From an optimization exercise on the open Yosys and OpenROAD flow, aimed at small area; shortcuts taken in it are not production practice. Only simulation tests tie the RTL to the original design; equivalence was not proved. Power is estimated from default activity; no workload was simulated.

rev 12:
Design ptd, start of the top module:
module ptd (
    input  wire        clk,
    input  wire        rst,           
    input  wire [7:0]  reg_addr,      
    input  wire        reg_we,
    input  wire [31:0] reg_wdata,
    output reg  [31:0] reg_rdata,
    input  wire [31:0] rom_size,
    input  wire [31:0] pix_size,
    input  wire [31:0] pkd_size,
    output reg         rom_req,
    output reg  [31:0] rom_addr,
    input  wire        rom_ack,
    input  wire [7:0]  rom_rdata,
    output reg         pix_req,
    output reg         pix_we,
    output reg  [31:0] pix_addr,
    output reg  [7:0]  pix_wdata,
    input  wire        pix_ack,
    input  wire [7:0]  pix_rdata,
    output reg         pkd_req,
    output reg  [31:0] pkd_addr,
    output reg  [7:0]  pkd_wdata,
    input  wire        pkd_ack,
    output wire        busy
);
For scale: ~2700 cells after synthesis, roughly 29000 um2 of cells after synthesis.
export LEC_CHECK = 0
export ABC_AREA = 1
export CAP_MARGIN = 20
export CORE_MARGIN = 2
export CORE_UTILIZATION = 55
export PLACE_DENSITY = 0.65
export SLEW_MARGIN = 20
create_clock -name core_clock -period 12.0 [get_ports {clk}]
standard.sh (not shown) runs the stock make flow with config.mk's settings and CLKGATE_MAP_FILE= SYNTH_SCRIPT=/design/flow/synth_recipe.tcl, a recipe that flattens the netlist after the stock synthesis.
==> flow/flow/run.sh <==
#!/bin/bash
# Own layout flow: the standard flow, with the standard synthesis's combinational
# logic re-mapped by ABC for area (its registers, names and cells kept as they are),
# and the port buffers made with the smallest buffer cell.
set -euo pipefail
W=$PWD
R=$W/orfs/results/$FLOW_PLATFORM/ptd/base
export BUFFER_PORTS_ARGS="-buffer_cell sky130_fd_sc_hd__buf_1"
export CTS_ARGS="-sink_clustering_enable -repair_clock_nets -dont_use_dummy_load -sink_clustering_size 30 -sink_clustering_max_diameter 70 -buf_list sky130_fd_sc_hd__clkbuf_16"

# 1. standard synthesis
bash standard.sh synth > $W/flow_synth.log 2>&1

# 2. re-map the combinational logic, keeping every flip-flop instance
cp $R/1_2_yosys.v $W/std_netlist.v
LIB=$(ls $FLOW_HOME/platforms/$FLOW_PLATFORM/lib/sky130_fd_sc_hd__tt_025C_1v80.lib)
sed -e "s#@LIB@#$LIB#g" -e "s#@IN@#$W/std_netlist.v#g" -e "s#@OUT@#$W/remap.v#g" \
    -e "s#@ABC@#$W/flow/area.abc#g" $W/flow/remap.ys > $W/remap_run.ys
yosys -s $W/remap_run.ys > $W/flow_remap.log 2>&1
cp $W/remap.v $R/1_2_yosys.v
rm -f $R/1_synth.odb $R/1_synth.sdc
bash standard.sh synth > $W/flow_synth2.log 2>&1

# 3. the rest of the standard flow
bash standard.sh ${RUN_TARGET:-finish} > $W/flow_finish.log 2>&1
Other scripts of this flow, unchanged in this note and not shown: flow/flow/area.abc, flow/flow/remap.ys
Here is what was changed in the inputs of rev 13 compared with rev 12.
--- a/flow/design.v
+++ b/flow/design.v
@@ -63,17 +63,16 @@
                      S_PIX  = 5'd25,
                      S_NEXT = 5'd26,
                      S_NXT2 = 5'd27,
                      S_MVB  = 5'd28,
                      S_MVY  = 5'd29;
     reg [2:0]  op3;              
     reg        cflag;            
-    reg        st_busy, st_done;
+    reg        st_busy, st_done, st_fault;
     reg [3:0]  r_err;
-    wire       st_fault = (r_err != 4'd0);    
     reg [31:0] ei;               
     reg [23:0] r_xlin;
     reg [21:0] r_xlout;
     reg [31:0] r_src, r_grid, r_vbase, r_vpitch, r_vdim, r_pkbase;
     reg [29:0] r_pklen;
     reg [31:0] r_mapbase, r_b16base, r_b4base, r_tsbase;
     reg [7:0]  r_tbias;
@@ -297,14 +296,15 @@
         if (rst_any || (hw && reg_addr[7:2] == 6'h13)) r_tbias   <= wd[7:0];
     end
     task automatic raise(input [3:0] code, input [31:0] info);
         begin
             r_err    <= code;
             ei       <= info;
             st_busy  <= 1'b0;
+            st_fault <= 1'b1;
             state    <= S_IDLE;
         end
     endtask
     task automatic finish_ok;
         begin
             st_busy <= 1'b0;
             st_done <= 1'b1;
@@ -318,28 +318,30 @@
     end
     always @(posedge clk) begin
         if (rst || srst) begin
             op3       <= 3'd0;
             cflag     <= 1'b0;
             st_busy   <= 1'b0;
             st_done   <= 1'b0;
+            st_fault  <= 1'b0;
             r_err     <= 4'd0;
             ei        <= 32'd0;
             r_xlout   <= 22'd0;
             r_pklen   <= 30'd0;
             state     <= S_IDLE;
         end else begin
             if (chk && !ph) begin
                 ph   <= 1'b1;
                 hitr <= hit;
             end else case (state)
                 S_IDLE: begin
                     if (cmd_wr) begin
                         op3      <= reg_wdata[2:0];
                         st_done  <= 1'b0;
+                        st_fault <= 1'b0;
                         if (!legal) begin
                             cflag <= 1'b1;
                             raise(F_ILLEGAL, reg_wdata);
                         end else if (reg_wdata[2:0] == 3'd1) begin
                             if (r_xlin[15]) begin
                                 raise(F_ADDRRANGE, {8'd0, r_xlin});
                             end else begin
@@ -451,15 +453,15 @@
                     pa <= s[31:0];
                     xc <= 16'd0;
                     yc <= yn;
                     rowend <= 1'b0;
                     state <= ylast ? S_PE0 : S_PRD;
                 end
                 S_PE0: begin
-                    pa <= s[31:0];
+                    pa <= 32'd0;
                     yc <= 16'd0;
                     state <= S_PE1;
                 end
                 S_PE1: begin
                     pa <= s[31:0];
                     yc <= yn;
                     if (ylast) begin
==> run notes <==
- Compared with rev 12, rev 13 shows met3 wirelength from detailed routing that has gone up by a few percent.
- Looking at worst setup path endpoint, the rom_addr[31] result is from rev 13; the rom_addr[29] one comes from rev 12.
- Final standard cell area without fillers across rev 13 and rev 12: no real change.
- Status: number of cells in the design after placement parity (rev 13, rev 12)
- Diff rev 12 -> rev 13: power consumption climbed 590 uW, proportion of cell area occupied by registers level, met2 layer usage reported by global route has decreased, flip-flop and latch count flat.

## static timing again, ports no longer ideal
The flow's constraints put no driver on any port. The routed layouts listed below were extracted and timed again, unchanged, in two steps. Step 1 assumes that a clkbuf_16 drives the clock port and a buf_2 every other input. Step 2 also shifts input and output timing later by t, the mid clock arrival at the registers, as if the neighbouring blocks saw the same clock. Slacks: no drivers / after step 1 / after step 2; pairs: no drivers / after step 1.
| run | t, ns | slack for setup (ns) | clock arrival spread, ns | worst slew at a driven data input, ns |
|---|---|---|---|---|
| rev 12 | 0.641 | 0.400 / 0.337 / 0.978 | 0.096 / 0.096 | 0.10 |
| rev 13 | 0.640 | 0.239 / 0.171 / 0.812 | 0.119 / 0.119 | 0.10 |
After both steps setup and hold are still met in every run listed.
